Context: an optimization exercise on an open-source flow, tuned for small area, a short achievable clock period and few clock cycles. The choices shown serve that exercise and are no tape-out recipe. Function was checked by simulation only, so behaviour that the tests miss may differ from the original.

==> 08-09 <==
==> flow/design.v <==
module pcs_rxq (
    input  wire clk,
    input  wire rst,
    input  wire enq_valid,      
    input  wire drain,          
    output wire ready           
);
    reg [4:0] cnt;
    reg       rdy;
    wire      acc;              
    assign ready = rdy;
    assign acc   = enq_valid & rdy;
    always @(posedge clk) begin
        if (rst) begin
            cnt <= 5'd0;
            rdy <= 1'b1;
        end else if (drain) begin
            cnt <= {4'd0, acc};
            rdy <= 1'b1;
        end else if (acc) begin
            cnt <= cnt + 5'd1;
            rdy <= (cnt != 5'd19);
        end
    end
endmodule
module pcs_dec (
    input  wire        clk,
    input  wire        rst,
    input  wire        enq_valid,    
    input  wire        enq_ready,    
    input  wire [10:0] ent_id,
    input  wire [63:0] ent_data,
    input  wire        drain,        
    output reg  [7:0]  vm_mode,
    output reg  [15:0] vm_vbus,
    output reg  [15:0] vm_vset,
    output reg  [15:0] vm_pmax,
    output reg  [3:0]  vm_ilim_code,
    output reg  [4:0]  vm_ilim_a,
    output reg         vm_en,
    output reg  [13:0] acv_raw,
    output reg  [9:0]  aci_raw,
    output reg  [11:0] dcdc_i_raw,
    output reg  [11:0] hvv_raw,
    output reg  [9:0]  lvv_raw,
    output reg  [63:0] alertm_raw,
    output wire [63:0] alertl_raw
);
    reg [7:0]  p_mode;
    reg [15:0] p_vbus, p_vset, p_pmax;
    reg [3:0]  p_ilim;
    reg        p_en;
    reg [13:0] p_acv;
    reg [9:0]  p_aci;
    reg [11:0] p_dcdci, p_hvv;
    reg [9:0]  p_lvv;
    reg [63:0] p_alm;
    reg [63:8] p_all;
    reg [63:8] all_hi;
    assign alertl_raw = {all_hi, 8'h00};
    wire id_vm, id_ac, id_dc, id_alm, id_all;
    pcs_idm u_idm (
        .valid(enq_valid), .ready(enq_ready), .id(ent_id), .b0(ent_data[7:0]),
        .vm(id_vm), .ac(id_ac), .dc(id_dc), .alm(id_alm), .all(id_all)
    );
    wire [3:0] en_code = ent_data[59:56];
    always @(posedge clk) begin
        if (rst) begin
            p_mode <= 8'd0;
            p_en   <= 1'b0;
        end else if (id_vm) begin
            p_mode <= ent_data[7:0];
            if (en_code == 4'hA)
                p_en <= 1'b1;
            else if (en_code == 4'hC)
                p_en <= 1'b0;
        end
    end
    always @(posedge clk) begin
        if (id_vm) begin
            p_vbus <= ent_data[23:8];
            p_vset <= ent_data[39:24];
            p_pmax <= ent_data[55:40];
            p_ilim <= ent_data[63:60];
        end
        if (id_ac) begin
            p_acv <= ent_data[13:0];
            p_aci <= ent_data[23:14];
        end
        if (id_dc) begin
            p_dcdci <= ent_data[11:0];
            p_hvv   <= ent_data[23:12];
            p_lvv   <= ent_data[33:24];
        end
        if (id_alm)
            p_alm <= ent_data;
        if (id_all)
            p_all <= ent_data[63:8];
    end
    always @(posedge clk) begin
        if (rst) begin
            vm_mode <= 8'd0;
            vm_en   <= 1'b0;
        end else if (drain) begin
            vm_mode <= p_mode;
            vm_en   <= p_en;
        end
    end
    always @(posedge clk) begin
        if (drain) begin
            vm_vbus      <= p_vbus;
            vm_vset      <= p_vset;
            vm_pmax      <= p_pmax;
            vm_ilim_code <= p_ilim;
            vm_ilim_a    <= {1'b0, p_ilim} + 5'd1;
            acv_raw      <= p_acv;
            aci_raw      <= p_aci;
            dcdc_i_raw   <= p_dcdci;
            hvv_raw      <= p_hvv;
            lvv_raw      <= p_lvv;
            alertm_raw   <= p_alm;
            all_hi       <= p_all;
        end
    end
endmodule
module pcs_idm (
    input  wire        valid,
    input  wire        ready,
    input  wire [10:0] id,
    input  wire [7:0]  b0,
    output wire        vm,
    output wire        ac,
    output wire        dc,
    output wire        alm,
    output wire        all
);
    wire acc = valid && ready;
    assign vm  = acc && (id == 11'h10A);
    assign ac  = acc && (id == 11'h201);
    assign dc  = acc && (id == 11'h202);
    assign alm = acc && (id == 11'h204);
    assign all = acc && (id == 11'h205) && (b0 == 8'h00);
endmodule
module pcs_enc (
    input  wire [3:0]  row,
    input  wire [1:0]  alt_flags,      
    input  wire [3:0]  ctr,
    input  wire [3:0]  in_opcode,
    input  wire [15:0] in_vtgt_raw,
    input  wire [15:0] in_pwr_w,
    input  wire        in_chg_active,
    output reg  [10:0] f_id,
    output reg  [3:0]  f_len,
    output reg  [63:0] f_data
);
    wire [3:0] cks_hi = ctr + 4'd6;
    always @(*) begin
        f_id = 11'h000; f_len = 4'd0; f_data = 64'd0;
        case (row)
            4'd0:  begin f_id = 11'h401; f_len = 4'd8;
                         f_data = {48'h665544332211, in_vtgt_raw[15:8], in_vtgt_raw[7:4], in_opcode}; end
            4'd1:  begin f_id = 11'h402; f_len = 4'd3;
                         f_data = {40'd0, 7'd0, in_chg_active, in_pwr_w}; end
            4'd2:  begin f_id = 11'h403; f_len = 4'd8; f_data = 64'hC7C6C5C4C3C2C1C0; end
            4'd3:  begin f_id = 11'h411; f_len = 4'd8;
                         f_data = {cks_hi, 4'hC, ctr, 4'h7, 48'h605040302010}; end
            4'd4:  begin f_id = 11'h421; f_len = 4'd8;
                         f_data = alt_flags[0] ? 64'hB7B6B5B4B3B2B1B0 : 64'hA7A6A5A4A3A2A1A0; end
            4'd5:  begin f_id = 11'h422; f_len = 4'd8; f_data = 64'h0000000000000022; end
            4'd6:  begin f_id = 11'h423; f_len = 4'd8; f_data = 64'hCB695A4B3C2D1E0F; end
            4'd7:  begin f_id = 11'h424; f_len = 4'd8; f_data = 64'h0807060504030201; end
            4'd8:  begin f_id = 11'h425; f_len = 4'd6; f_data = 64'h0000252525252525; end
            4'd9:  begin f_id = 11'h426; f_len = 4'd8;
                         f_data = alt_flags[1] ? 64'hA5A5A5A5A5A5A5A5 : 64'h5A5A5A5A5A5A5A5A; end
            4'd10: begin f_id = 11'h427; f_len = 4'd2; f_data = 64'h0000000000007227; end
            4'd11: begin f_id = 11'h428; f_len = 4'd8; f_data = 64'hFFFFFFFFFFFFFFFF; end
            4'd12: begin f_id = 11'h429; f_len = 4'd0; f_data = 64'h0000000000000000; end
            4'd13: begin f_id = 11'h42A; f_len = 4'd8; f_data = 64'h000000000000002A; end
            4'd14: begin f_id = 11'h42B; f_len = 4'd4; f_data = 64'h00000000EFBEADDE; end
            default: ;
        endcase
    end
endmodule
module m3pcs_can_core (
    input  wire        clk,
    input  wire        rst,
    input  wire        rx_valid,
    input  wire [10:0] rx_id,
    input  wire [3:0]  rx_len,
    input  wire [63:0] rx_data,
    output wire        rx_ready,
    input  wire        cmd_valid,
    input  wire [1:0]  cmd_op,        
    output wire        cmd_ready,
    input  wire        cad_en,
    input  wire [3:0]  in_opcode,
    input  wire [15:0] in_vtgt_raw,
    input  wire [15:0] in_pwr_w,
    input  wire        in_chg_active,
    output wire        tx_valid,
    output reg  [10:0] tx_id,
    output reg  [3:0]  tx_len,
    output reg  [63:0] tx_data,
    input  wire        tx_ready,
    output wire [7:0]  vm_mode,
    output wire [15:0] vm_vbus,
    output wire [15:0] vm_vset,
    output wire [15:0] vm_pmax,
    output wire [3:0]  vm_ilim_code,
    output wire [4:0]  vm_ilim_a,
    output wire        vm_en,
    output wire [13:0] acv_raw,
    output wire [9:0]  aci_raw,
    output wire [11:0] dcdc_i_raw,
    output wire [11:0] hvv_raw,
    output wire [9:0]  lvv_raw,
    output wire [63:0] alertm_raw,
    output wire [63:0] alertl_raw
);
    localparam OP_DRAIN  = 2'd0;
    localparam OP_TICK1  = 2'd1;
    localparam OP_TICK50 = 2'd2;
    reg        tx_vld;           
    reg        idle;             
    reg [3:0]  row;              
    reg [3:0]  tk_one, tk_ten;   
    reg [1:0]  alt;
    reg [3:0]  ctr;
    assign tx_valid  = tx_vld;
    assign cmd_ready = idle;
    wire fire    = cmd_valid && idle;
    wire f_drain;
    pcs_cmdd u_cmdd (.valid(cmd_valid), .idle(idle), .op(cmd_op), .drain(f_drain));
    wire f_t1    = fire && (cmd_op == OP_TICK1);
    pcs_rxq u_rxq (
        .clk(clk), .rst(rst),
        .enq_valid(rx_valid), .drain(f_drain),
        .ready(rx_ready)
    );
    pcs_dec u_dec (
        .clk(clk), .rst(rst),
        .enq_valid(rx_valid), .enq_ready(rx_ready), .ent_id(rx_id), .ent_data(rx_data), .drain(f_drain),
        .vm_mode(vm_mode), .vm_vbus(vm_vbus), .vm_vset(vm_vset), .vm_pmax(vm_pmax),
        .vm_ilim_code(vm_ilim_code), .vm_ilim_a(vm_ilim_a), .vm_en(vm_en),
        .acv_raw(acv_raw), .aci_raw(aci_raw), .dcdc_i_raw(dcdc_i_raw),
        .hvv_raw(hvv_raw), .lvv_raw(lvv_raw),
        .alertm_raw(alertm_raw), .alertl_raw(alertl_raw)
    );
    wire       t1_five  = (tk_one == 4'd5);
    wire       t1_any   = t1_five || (tk_one == 4'd0 && tk_ten < 4'd5);
    wire [3:0] t1_first = t1_five         ? 4'd0
                        : (tk_ten == 4'd0) ? 4'd4
                        : (tk_ten == 4'd1) ? 4'd7
                        : (tk_ten == 4'd2) ? 4'd9
                        : (tk_ten == 4'd3) ? 4'd11 : 4'd13;
    wire       sends    = cad_en && ((cmd_op == OP_TICK1 && t1_any) || cmd_op == OP_TICK50);
    wire       last     = (row == 4'd2) || (row == 4'd3) || (row == 4'd6) || (row == 4'd8) ||
                          (row == 4'd10) || (row == 4'd12) || (row == 4'd14);
    wire       taken = tx_vld && tx_ready;
    wire [3:0] nrow  = tx_vld ? (tx_ready ? row + 4'd1 : row)
                              : (cmd_op[1] ? 4'd3 : t1_first);
    wire [10:0] f_id;
    wire [3:0]  f_len;
    wire [63:0] f_data;
    pcs_enc u_enc (
        .row(nrow), .alt_flags(alt), .ctr(ctr),
        .in_opcode(in_opcode), .in_vtgt_raw(in_vtgt_raw),
        .in_pwr_w(in_pwr_w), .in_chg_active(in_chg_active),
        .f_id(f_id), .f_len(f_len), .f_data(f_data)
    );
    always @(posedge clk) begin
        row     <= nrow;
        tx_id   <= f_id;
        tx_len  <= f_len;
        tx_data <= f_data;
    end
    always @(posedge clk) begin
        if (rst) begin
            tx_vld <= 1'b0;
            idle   <= 1'b1;
            tk_one <= 4'd0;
            tk_ten <= 4'd0;
            alt    <= 2'b00;
            ctr    <= 4'd0;
        end else begin
            if (!tx_vld) begin
                tx_vld <= fire && sends;
                idle   <= !(fire && sends);
            end else if (tx_ready) begin
                tx_vld <= !last;
                idle   <= last;
            end
            if (f_t1) begin
                if (!cad_en) begin
                    tk_one <= 4'd0;
                    tk_ten <= 4'd0;
                end else if (tk_one == 4'd9) begin
                    tk_one <= 4'd0;
                    tk_ten <= (tk_ten == 4'd9) ? 4'd0 : tk_ten + 4'd1;
                end else begin
                    tk_one <= tk_one + 4'd1;
                end
            end
            if (taken && row == 4'd4)
                alt[0] <= ~alt[0];
            if (taken && row == 4'd9)
                alt[1] <= ~alt[1];
            if (taken && row == 4'd3)
                ctr <= ctr + 4'd1;
        end
    end
endmodule
module pcs_cmdd (
    input  wire       valid,
    input  wire       idle,
    input  wire [1:0] op,
    output wire       drain
);
    assign drain = valid && idle && (op == 2'd0);
endmodule
==> flow/flow/run.sh <==
#!/bin/bash
set -e
bash standard.sh finish \
  SETUP_SLACK_MARGIN=6.9 \
  "BUFFER_PORTS_ARGS=-buffer_cell sky130_fd_sc_hd__buf_1" > standard.log 2>&1
==> flow/standard.sh <==
#!/bin/bash
# synth_recipe.tcl (not shown) runs the flow's synth.tcl, then flattens the netlist and writes it again
# the make line also repeats each setting of config.mk as NAME=value (left out here)
make -C /OpenROAD-flow-scripts/flow DESIGN_CONFIG=/design/flow/config.mk WORK_HOME=/design/flow/orfs CLKGATE_MAP_FILE= SYNTH_SCRIPT=/design/flow/synth_recipe.tcl "${@:-finish}"
==> flow/config.mk <==
export PLATFORM = sky130hd
export DESIGN_NAME = m3pcs_can_core
export DESIGN_NICKNAME = m3pcs_can_core
export VERILOG_FILES = /design/flow/design.v
export SDC_FILE = /design/flow/constraint.sdc
export NUM_CORES = 4
export LEC_CHECK = 0
export CAP_MARGIN = 20
export CORE_MARGIN = 2
export CORE_UTILIZATION = 60
export CTS_CLUSTER_DIAMETER = 100
export CTS_CLUSTER_SIZE = 24
export PLACE_DENSITY = 0.75
export SLEW_MARGIN = 20
export SYNTH_HIERARCHICAL = 1
export SYNTH_MINIMUM_KEEP_SIZE = 0
==> flow/constraint.sdc <==
create_clock -name core_clock -period 10.0 [get_ports {clk}]
set_input_delay 2.0000 -clock core_clock [delete_from_list [all_inputs] [get_ports {clk}]]
set_output_delay 2.0000 -clock core_clock [all_outputs]
set_load 0.01 [all_outputs]
==> 01-10 (differences from 08-09) <==
==> flow/flow/run.sh (replaced) <==
#!/bin/bash
set -e
bash standard.sh finish \
  SETUP_SLACK_MARGIN=6.8 \
  "BUFFER_PORTS_ARGS=-buffer_cell sky130_fd_sc_hd__buf_1" > standard.log 2>&1
Settings changed: CORE_UTILIZATION 60 to 75, PLACE_DENSITY 0.75 to 0.85.
==> comparison table <==
| item | 01-10 | 08-09 |
|---|---|---|
| Post-placement cell count | 1791 | 1863 |
| Area share of xor/xnor cells in the synthesized design | 0.00986 | 0.00986 |
| TritonCTS Buffers | 28 | 28 |
| Placed wire-length estimate | 29.5 mm | 26.4 mm |
| DP Area | 21500 sq um | 21600 sq um |
| Hold buffer count at CTS | 0 | 0 |
| Result of the run | did not finish | complete, no violations |
| Failing step | 5_1_grt | - |
| RD Place Congestion | 0.874 | 0.864 |
| Number of rows in the core area | 58 | 65 |
| Die extent in y | 165 microns | 184 microns |
| IO Count | 458 | 458 |
| DP Worst Slack | 5.52 ns | 5.50 ns |
| Synth Warn # | 10 | 10 |
| Resized cells post-CTS | 60 | 177 |
| EDFF count, synth | 465 | 465 |
| Asr flop ratio synth | 0 | 0 |
| Most common flop cell mapped by yosys | sky130_fd_sc_hd__edfxtp_1 | sky130_fd_sc_hd__edfxtp_1 |
| # Post-CTS Setup Buffers | 8 | 11 |
| Initial core utilization | 0.767 | 0.612 |
| Area leader, netlist | sky130_fd_sc_hd__edfxtp_1 | sky130_fd_sc_hd__edfxtp_1 |
| Chip Width | 165 microns | 184 microns |
Testbench counts of 08-09, summed over its fixed seeds: cycles 5,661.
Testbench counts of 01-10, summed over its fixed seeds: cycles 5,661.

separate check: timing with driven ports:
How much do the figures lean on ideal ports? The routed layout below was timed once more, with nothing changed but the port constraints.
Step 1 (the two cells are an assumption about what drives the block):
set clk [get_ports {clk}]
set_driving_cell -lib_cell sky130_fd_sc_hd__clkbuf_16 $clk
set_driving_cell -lib_cell sky130_fd_sc_hd__buf_2 [delete_from_list [all_inputs] $clk]
Step 2 times the ports against the registers' clock, not the clock port: input delays grow and output delays shrink by t, the midpoint of the rising clock arrivals with the driver on.
Three values: ideal, step 1, step 2; two values: the first two.
run: 08-09
t, ns: 0.617
setup slack, ns: 6.799 / 6.806 / 6.194
worst setup path at the end: input to register
After both steps setup and hold are still met in 08-09. The setup slack of 08-09 moves by +0.007 ns with the drivers and by -0.605 ns with both steps.
